Source: an optimization exercise on an open RTL-to-GDS flow (aim: small area, a short achievable clock period and few clock cycles). Production flows keep margins and buffers that such runs may drop. RTL that was checked went through simulation tests only; none was proved equivalent to the original. Power figures rest on the tool's default switching activity, not on a simulated workload.

==> inputs of run a <==
## stele_codec
module stele_codec (
    input  wire        clk,
    input  wire        rst,
    input  wire        cmd_valid,
    output wire        cmd_ready,
    input  wire        cmd_op,         
    input  wire [31:0] pal0,
    input  wire [31:0] pal1,
    input  wire [31:0] pal2,
    input  wire [1:0]  pal_n,
    input  wire [15:0] width,
    input  wire [15:0] height,
    input  wire [31:0] npix,
    input  wire        px_valid,
    output wire        px_ready,
    input  wire [31:0] px_data,
    output wire        bo_valid,
    input  wire        bo_ready,
    output wire [7:0]  bo_data,
    input  wire        bi_valid,
    output wire        bi_ready,
    input  wire        bi_eos,
    input  wire [7:0]  bi_data,
    output wire        po_valid,
    input  wire        po_ready,
    output wire [31:0] po_data,
    output wire        busy,
    output reg         done,
    output reg         err,
    output wire [3:0]  err_kind,
    output reg  [2:0]  err_detail
);
export LEC_CHECK = 0
export CAP_MARGIN = 20
export CORE_MARGIN = 2
export CORE_UTILIZATION = 40
export SLEW_MARGIN = 20
create_clock -name core_clock -period 10.0 [get_ports {clk}]
standard.sh (not shown) runs the stock make flow with config.mk's settings and CLKGATE_MAP_FILE= SYNTH_SCRIPT=/design/flow/synth_recipe.tcl, a recipe that flattens the netlist after the stock synthesis.
==> flow/flow/run.sh <==
#!/bin/bash
set -euo pipefail
export BUFFER_PORTS_ARGS="-buffer_cell sky130_fd_sc_hd__buf_2"
export SETUP_SLACK_MARGIN=6.0
bash standard.sh finish > standard_flow.log 2>&1
==> run b (differences from run a) <==
--- a/flow/design.v
+++ b/flow/design.v
@@ -66,11 +66,10 @@
     wire        eos  = sr[22];
     wire        rm   = sr[23];
     wire        hl   = sr[24];
     reg         pe;           
     reg  [1:0]  fl;           
-    reg         cz;           
     reg         ov;
     reg  [2:0]  os;
     wire e0 = (p0 == px_data);
     wire e1 = (p1 == px_data);
     wire m2 = is3 & (p2 == px_data);
@@ -88,18 +87,26 @@
         else if (w_r[1:0] != 2'b00)  dims_detail = 3'd3;
         else if (h_r[15:2] == 14'd0) dims_detail = 3'd4;
         else if (h_r[1:0] != 2'b00)  dims_detail = 3'd5;
         else                         dims_bad    = 1'b0;
     end
-    reg         hb;           
-    wire [14:0] msum  = {1'b0, am} + (hb ? {1'b0, w_r[15:2]} : 15'd0);
+    wire        hbit  = h_r[k + 4'd2];
+    wire [14:0] msum  = {1'b0, am} + (hbit ? {1'b0, w_r[15:2]} : 15'd0);
     wire        nbit  = rem[k + 5'd4];
     wire        size_ok = !mm && (am == rem[31:18]) && (rem[3:0] == 4'd0);
     wire ext = (((prev[7:4] == 4'h0) && (g == 8'h00)) ||
                 ((prev[7:4] == 4'h5) && (g == 8'h55))) && (cnt != 8'hFF);
-    wire [7:0] rec_byte = {prev[7:6] | {2{cz}}, prev[5:0]};
-    wire [1:0] cur = bb[1:0];
+    wire [7:0] rec_byte = (cnt != 8'd0) ? (prev | 8'hC0) : prev;
+    reg [1:0] cur;
+    always @(*) begin
+        case (f)
+            2'd0:    cur = bb[1:0];
+            2'd1:    cur = bb[3:2];
+            2'd2:    cur = bb[5:4];
+            default: cur = bb[7:6];
+        endcase
+    end
     wire esc  = (cur == 2'd3);
     wire oor  = (cur == 2'd2) && !is3;
     wire over = (rem[31:10] == 22'd0) && (rem[9:0] <= {lb, 2'b00});
     wire [2:0] cur_oh = {cur == 2'd2, cur == 2'd1, cur == 2'd0};
     wire       free   = !ov || po_ready;           
@@ -178,44 +185,39 @@
                     sr   <= {height, width};
                     rem  <= npix;
                     k    <= 4'd0;
                     am   <= 14'd0;
                     mm   <= 1'b0;
-                    hb   <= height[2];
-                    done       <= 1'b0;
-                    err        <= !pal_n[1] || dup;
-                    kind_r     <= 3'd1;
-                    err_detail <= pal_n[1] ? 3'd3 : 3'd4;
-                    go(cmd_op ? S_DHDR : S_MUL);
-                    s_dhdr     <= cmd_op && pal_n[1] && !dup;
+                    if (!pal_n[1])
+                        finish(3'd1, 3'd4);
+                    else if (dup)
+                        finish(3'd1, 3'd3);
+                    else if (cmd_op)
+                        go(S_DHDR);
+                    else
+                        go(S_MUL);
                 end
             end
             S_DHDR: begin
-                if (err)
-                    go(S_IDLE);
-                else if (bi_valid) begin
+                if (bi_valid) begin
                     if (bi_eos)
                         finish(3'd6, 3'd3);
                     else begin
                         k <= k + 4'd1;
                         if (k == 4'd0)
                             ver_ok <= (bi_data == 8'h01);
                         else
                             sr <= {bi_data, sr[31:8]};
                         if (k == 4'd4) begin
-                            k  <= 4'd0;
-                            hb <= sr[26];           
+                            k <= 4'd0;
                             go(S_MUL);
                         end
                     end
                 end
             end
             S_MUL: begin
-                if (err)
-                    go(S_IDLE);
                 k  <= k + 4'd1;
-                hb <= h_r[k + 4'd3];
                 am <= msum[14:1];
                 if (msum[0] != nbit)
                     mm <= 1'b1;
                 if (k == 4'd13)
                     go(S_EVAL);
@@ -242,37 +244,38 @@
                     if (k != 4'd0)
                         sr <= {bi_data, sr[31:8]};
                     if (k == 4'd4) begin
                         sr[15:8]  <= 8'hFF;         
                         sr[23:16] <= 8'd0;          
-                        cz        <= 1'b0;
                         am[2:0]   <= 3'd0;          
                         rz        <= 1'b0;
                         pe        <= 1'b1;
                         go(S_ENC);
                     end
                 end
             end
             S_ENC: begin
                 if (px_take) begin
-                    rem       <= rem - 32'd1;
-                    rz        <= (rem == 32'd1);
-                    sr[29:24] <= {px_code, acc[5:2]};
-                    if (rem[1:0] == 2'd1)
-                        sr[7:0] <= {px_code, acc};
-                    if (!px_mapped || rem == 32'd1)
-                        pe <= 1'b0;
-                    if (!px_mapped)
+                    if (!px_mapped) begin
                         am[2] <= 1'b1;              
-                    else if (rem[1:0] == 2'd1)
-                        am[0] <= 1'b1;              
+                        pe    <= 1'b0;
+                    end else begin
+                        rem       <= rem - 32'd1;
+                        rz        <= (rem == 32'd1);
+                        if (rem == 32'd1)
+                            pe    <= 1'b0;
+                        sr[29:24] <= {px_code, acc[5:2]};
+                        if (rem[1:0] == 2'd1) begin
+                            sr[7:0] <= {px_code, acc};
+                            am[0]   <= 1'b1;        
+                        end
+                    end
                 end
                 if (fl == 2'b00) begin
                     if (gv) begin
                         if (ext) begin
                             sr[23:16] <= cnt + 8'd1;
-                            cz        <= 1'b1;
                             am[0]     <= 1'b0;
                         end else if (prev == 8'hFF) begin
                             sr[15:8]  <= g;
                             am[0]     <= 1'b0;
                         end else
@@ -286,17 +289,16 @@
                             am[1] <= 1'b1;          
                             fl    <= 2'b01;
                         end
                     end
                 end else if (bo_ready) begin
-                    if (fl[0] && cz)
+                    if (fl[0] && cnt != 8'd0)
                         fl <= 2'b10;
                     else begin
                         fl        <= 2'b00;
                         sr[15:8]  <= g;             
                         sr[23:16] <= 8'd0;          
-                        cz        <= 1'b0;
                         am[0]     <= 1'b0;
                     end
                 end
             end
             S_DEC: begin
@@ -350,11 +352,10 @@
                             os        <= cur_oh;
                             rem       <= rem - 32'd1;
                             rz        <= (rem == 32'd1);
                             sr[24]    <= 1'b1;                
                             sr[17:16] <= f + 2'd1;
-                            sr[7:0]   <= {2'b00, bb[7:2]};
                             if (f == 2'd3)
                                 dec_refill;
                             else
                                 dec_look;
                         end
==> flow/flow/run.sh (replaced) <==
#!/bin/bash
# Layout flow: the standard ORFS flow, with the port buffers that
# buffer_ports inserts made plain sky130 buffers.
set -euo pipefail
export BUFFER_PORTS_ARGS="-buffer_cell sky130_fd_sc_hd__buf_2"
bash standard.sh finish > standard_flow.log 2>&1
==> flow/config.mk (replaced) <==
export PLATFORM = sky130hd
export DESIGN_NAME = stele_codec
export DESIGN_NICKNAME = stele_codec
export VERILOG_FILES = /design/flow/design.v
export SDC_FILE = /design/flow/constraint.sdc
export NUM_CORES = 4
export LEC_CHECK = 0
export ABC_CLOCK_PERIOD_IN_PS = 3000
export CAP_MARGIN = 20
export CORE_MARGIN = 2
export CORE_UTILIZATION = 40
export CTS_BUF_LIST = sky130_fd_sc_hd__clkbuf_4 sky130_fd_sc_hd__clkbuf_8
export SETUP_SLACK_MARGIN = 5
export SLEW_MARGIN = 20
==> run c (differences from run a) <==
--- a/flow/design.v
+++ b/flow/design.v
@@ -49,36 +49,38 @@
     reg  [3:0]  k;            
     reg         mm;           
     reg         ver_ok;
     reg  [31:0] sr;
     reg  [13:0] am;
-    wire [7:0]  g    = sr[7:0];
+    wire [7:0]  g    = sr[23:16];
     wire [7:0]  prev = sr[15:8];
-    wire [7:0]  cnt  = sr[23:16];
+    wire [7:0]  cnt  = sr[7:0];
     wire [5:0]  acc  = sr[29:24];
     wire        gv   = am[0];
     wire        fin  = am[1];
     wire        uerr = am[2];
-    wire [7:0]  bb   = sr[7:0];
-    wire [7:0]  lb   = sr[15:8];
-    wire [1:0]  f    = sr[17:16];
-    wire        bv   = sr[20];
-    wire        lv   = sr[21];
-    wire        eos  = sr[22];
-    wire        rm   = sr[23];
-    wire        hl   = sr[24];
+    wire [7:0]  bb   = sr[23:16];
+    wire [7:0]  lb   = sr[31:24];
+    wire [1:0]  f    = sr[1:0];
+    wire        bv   = sr[4];
+    wire        lv   = sr[5];
+    wire        eos  = sr[6];
+    wire        rm   = sr[7];
+    wire        hl   = sr[8];
     reg         pe;           
     reg  [1:0]  fl;           
     reg         cz;           
     reg         ov;
     reg  [2:0]  os;
-    wire e0 = (p0 == px_data);
-    wire e1 = (p1 == px_data);
+    reg  s_pal;
+    wire [31:0] cx = s_pal ? p2 : px_data;
+    wire e0 = (p0 == cx);
+    wire e1 = (p1 == cx);
     wire m2 = is3 & (p2 == px_data);
     wire px_mapped = e0 | e1 | m2;
     wire [1:0] px_code = e0 ? 2'd0 : (e1 ? 2'd1 : 2'd2);
-    wire dup = (pal0 == pal1) || (pal_n[0] && ((pal0 == pal2) || (pal1 == pal2)));
+    wire dup = (pal0 == pal1);
     wire [15:0] w_r = sr[15:0];
     wire [15:0] h_r = sr[31:16];
     reg        dims_bad;
     reg [2:0]  dims_detail;
     always @(*) begin
@@ -132,32 +134,29 @@
             err        <= (kind != 3'd0);
             kind_r     <= kind;
             err_detail <= detail;
         end
     endtask
-    task dec_refill;
-        begin
-            sr[17:16] <= 2'd0;                        
-            if (lv) begin
-                sr[7:0] <= lb;
-                sr[20]  <= 1'b1;                      
-                sr[21]  <= 1'b0;                      
-            end else if (bi_push) begin
-                sr[7:0] <= bi_data;
-                sr[20]  <= 1'b1;
-            end else
-                sr[20]  <= 1'b0;
-        end
-    endtask
     task dec_look;
         begin
             if (bi_push) begin
-                sr[15:8] <= bi_data;                  
-                sr[21]   <= 1'b1;                     
+                sr[31:24] <= bi_data;                  
+                sr[5]   <= 1'b1;                     
             end
         end
     endtask
+    task dec_refill;
+        begin
+            sr[1:0] <= 2'd0;                        
+            sr[23:16] <= lb;
+            sr[4]     <= lv;                         
+            sr[5]     <= 1'b0;                       
+            dec_look;
+        end
+    endtask
+    always @(posedge clk)
+        s_pal <= !rst && s_idle && cmd_valid;
     always @(posedge clk) begin
         if (rst) begin
             go(S_IDLE);
             pe         <= 1'b0;
             fl         <= 2'b00;
@@ -184,17 +183,21 @@
                     done       <= 1'b0;
                     err        <= !pal_n[1] || dup;
                     kind_r     <= 3'd1;
                     err_detail <= pal_n[1] ? 3'd3 : 3'd4;
                     go(cmd_op ? S_DHDR : S_MUL);
-                    s_dhdr     <= cmd_op && pal_n[1] && !dup;
+                    s_dhdr     <= 1'b0;
                 end
             end
             S_DHDR: begin
-                if (err)
-                    go(S_IDLE);
-                else if (bi_valid) begin
+                if (s_pal) begin
+                    if (err || (is3 && (e0 || e1))) begin
+                        err <= 1'b1;
+                        go(S_IDLE);
+                    end else
+                        s_dhdr <= 1'b1;
+                end else if (bi_valid) begin
                     if (bi_eos)
                         finish(3'd6, 3'd3);
                     else begin
                         k <= k + 4'd1;
                         if (k == 4'd0)
@@ -208,12 +211,14 @@
                         end
                     end
                 end
             end
             S_MUL: begin
-                if (err)
+                if (s_pal && (err || (is3 && (e0 || e1)))) begin
+                    err <= 1'b1;
                     go(S_IDLE);
+                end
                 k  <= k + 4'd1;
                 hb <= h_r[k + 4'd3];
                 am <= msum[14:1];
                 if (msum[0] != nbit)
                     mm <= 1'b1;
@@ -227,12 +232,12 @@
                 else if (dims_bad)
                     finish(3'd4, dims_detail);
                 else if (!size_ok)
                     finish(3'd5, 3'd0);
                 else if (op_r) begin
-                    sr[17:16] <= 2'd0;              
-                    sr[24:20] <= 5'd0;              
+                    sr[1:0] <= 2'd0;              
+                    sr[8:4] <= 5'd0;              
                     rz        <= 1'b0;
                     go(S_DEC);
                 end else
                     go(S_EHDR);
             end
@@ -241,11 +246,11 @@
                     k <= k + 4'd1;
                     if (k != 4'd0)
                         sr <= {bi_data, sr[31:8]};
                     if (k == 4'd4) begin
                         sr[15:8]  <= 8'hFF;         
-                        sr[23:16] <= 8'd0;          
+                        sr[7:0] <= 8'd0;          
                         cz        <= 1'b0;
                         am[2:0]   <= 3'd0;          
                         rz        <= 1'b0;
                         pe        <= 1'b1;
                         go(S_ENC);
@@ -256,22 +261,22 @@
                 if (px_take) begin
                     rem       <= rem - 32'd1;
                     rz        <= (rem == 32'd1);
                     sr[29:24] <= {px_code, acc[5:2]};
                     if (rem[1:0] == 2'd1)
-                        sr[7:0] <= {px_code, acc};
+                        sr[23:16] <= {px_code, acc};
                     if (!px_mapped || rem == 32'd1)
                         pe <= 1'b0;
                     if (!px_mapped)
                         am[2] <= 1'b1;              
                     else if (rem[1:0] == 2'd1)
                         am[0] <= 1'b1;              
                 end
                 if (fl == 2'b00) begin
                     if (gv) begin
                         if (ext) begin
-                            sr[23:16] <= cnt + 8'd1;
+                            sr[7:0] <= cnt + 8'd1;
                             cz        <= 1'b1;
                             am[0]     <= 1'b0;
                         end else if (prev == 8'hFF) begin
                             sr[15:8]  <= g;
                             am[0]     <= 1'b0;
@@ -291,30 +296,30 @@
                     if (fl[0] && cz)
                         fl <= 2'b10;
                     else begin
                         fl        <= 2'b00;
                         sr[15:8]  <= g;             
-                        sr[23:16] <= 8'd0;          
+                        sr[7:0] <= 8'd0;          
                         cz        <= 1'b0;
                         am[0]     <= 1'b0;
                     end
                 end
             end
             S_DEC: begin
                 if (bi_take && bi_eos)
-                    sr[22] <= 1'b1;                           
+                    sr[6] <= 1'b1;                           
                 if (free)
                     ov <= 1'b0;
                 if (rm) begin
                     if (free) begin
                         ov  <= 1'b1;
                         rem <= rem - 32'd1;
                         rz  <= (rem == 32'd1);
-                        {sr[7:0], sr[17:16]} <= {bb, f} - 10'd1;
+                        {sr[23:16], sr[1:0]} <= {bb, f} - 10'd1;
                     end
                     if (free && {bb, f} == 10'd1) begin
-                        sr[23] <= 1'b0;                       
+                        sr[7] <= 1'b0;                       
                         dec_refill;
                     end else
                         dec_look;
                 end else if (bv) begin
                     if (esc) begin
@@ -326,15 +331,15 @@
                                     finish(3'd6, 3'd2);
                                 else begin
                                     ov        <= 1'b1;
                                     rem       <= rem - 32'd1;
                                     rz        <= (rem == 32'd1);
-                                    sr[21]    <= 1'b0;        
-                                    sr[20]    <= 1'b0;        
-                                    sr[23]    <= (lb != 8'd0);    
-                                    sr[7:0]   <= lb;
-                                    sr[17:16] <= 2'd0;
+                                    sr[5]    <= 1'b0;        
+                                    sr[4]    <= 1'b0;        
+                                    sr[7]    <= (lb != 8'd0);    
+                                    sr[23:16]   <= lb;
+                                    sr[1:0] <= 2'd0;
                                 end
                             end
                         end else begin
                             dec_look;
                             if (eos && free)
@@ -348,26 +353,26 @@
                         else begin
                             ov        <= 1'b1;
                             os        <= cur_oh;
                             rem       <= rem - 32'd1;
                             rz        <= (rem == 32'd1);
-                            sr[24]    <= 1'b1;                
-                            sr[17:16] <= f + 2'd1;
-                            sr[7:0]   <= {2'b00, bb[7:2]};
+                            sr[8]    <= 1'b1;                
+                            sr[1:0] <= f + 2'd1;
+                            sr[23:16]   <= {2'b00, bb[7:2]};
                             if (f == 2'd3)
                                 dec_refill;
                             else
                                 dec_look;
                         end
                     end else
                         dec_look;
                 end else begin
-                    if (bi_push) begin
-                        sr[7:0]   <= bi_data;
-                        sr[20]    <= 1'b1;
-                        sr[17:16] <= 2'd0;
-                    end
+                    sr[23:16] <= lb;
+                    sr[4]     <= lv;
+                    sr[1:0]   <= 2'd0;
+                    sr[5]     <= 1'b0;
+                    dec_look;
                     if (eos && free) begin
                         if (rz)
                             finish(3'd0, 3'd0);
                         else
                             finish(3'd6, 3'd1);
==> flow/flow/run.sh (replaced) <==
#!/bin/bash
set -euo pipefail
export BUFFER_PORTS_ARGS="-buffer_cell sky130_fd_sc_hd__buf_1"
export SETUP_SLACK_MARGIN=6.0
export CTS_ARGS="-sink_clustering_enable -repair_clock_nets -sink_clustering_size 30 -sink_clustering_max_diameter 100 -balance_levels -wire_unit 100"
bash standard.sh finish > standard_flow.log 2>&1
--- a/flow/config.mk
+++ b/flow/config.mk
@@ -6,6 +6,8 @@
 export NUM_CORES = 4
 export LEC_CHECK = 0
 export CAP_MARGIN = 20
 export CORE_MARGIN = 2
 export CORE_UTILIZATION = 40
+export CTS_CLUSTER_DIAMETER = 100
+export CTS_CLUSTER_SIZE = 30
 export SLEW_MARGIN = 20
==> notes <==
In run a the critical path depth is lower than in run c, by 1.
Non-clock buffer count: run b < run c < run a.
The highest total power belongs to run a, the lowest to run c.
Against run c, the global-route usage of run a is higher by 3.1 points.
Clock-buffer cell count: run c is lower than run b (43).
Run c finished clean. Run b completed with no timing, DRC or antenna violations. Run a passed the timing, DRC and antenna checks.
Clock power, highest first: run b, run a, run c.
Between run a and run b, the lower wire length is in run b (gap about 2.6%, measured against run b).
Cell area, lowest first: run c, run b, run a.
The lowest core utilization belongs to run c, the highest to run a.
Of run b and run a, run a has the higher fmax (gap about 18%, measured against run a).
Testbench counts of run a, summed over its fixed seeds: cycles 95,056.
Testbench counts of run c, summed over its fixed seeds: cycles 95,184.
For run b, only the layout was checked, not whether the RTL still works.

==> separate check: timing with driven ports <==
No port has a modelled driver above. Below, the same layouts with a new extraction and two added sets of constraints. Step 1 (the two cells are an assumption about what drives the block):
set clk [get_ports {clk}]
set_driving_cell -lib_cell sky130_fd_sc_hd__clkbuf_16 $clk
set_driving_cell -lib_cell sky130_fd_sc_hd__buf_2 [delete_from_list [all_inputs] $clk]
Step 2 moves the port delays by t, midway between the first and last clock arrival at a register: inputs arrive t later, outputs are due t later. That takes back most of the time a late clock gives input paths. Slacks: ideal ports / drivers / drivers and shift; pairs: ideal ports / drivers.
| run | shift t [ns] | slack for setup (ns) | worst hold slack (ns) | clock arrival spread, ns | worst data-port slew with drivers (ns) |
|---|---|---|---|---|---|
| run a | 0.607 | 6.003 / 5.952 / 5.610 | 0.486 / 0.486 / 0.486 | 0.022 / 0.022 | 0.08 |
| run b | 0.654 | 5.132 / 5.082 / 4.589 | 0.483 / 0.483 / 0.483 | 0.031 / 0.030 | 0.07 |
| run c | 0.542 | 6.068 / 6.014 / 5.612 | 0.467 / 0.467 / 0.467 | 0.044 / 0.044 | 0.09 |
After both steps every run listed still meets setup and hold. For run b, which loses most, drivers alone change the setup slack by -0.050 ns; drivers and shift together by -0.543 ns.
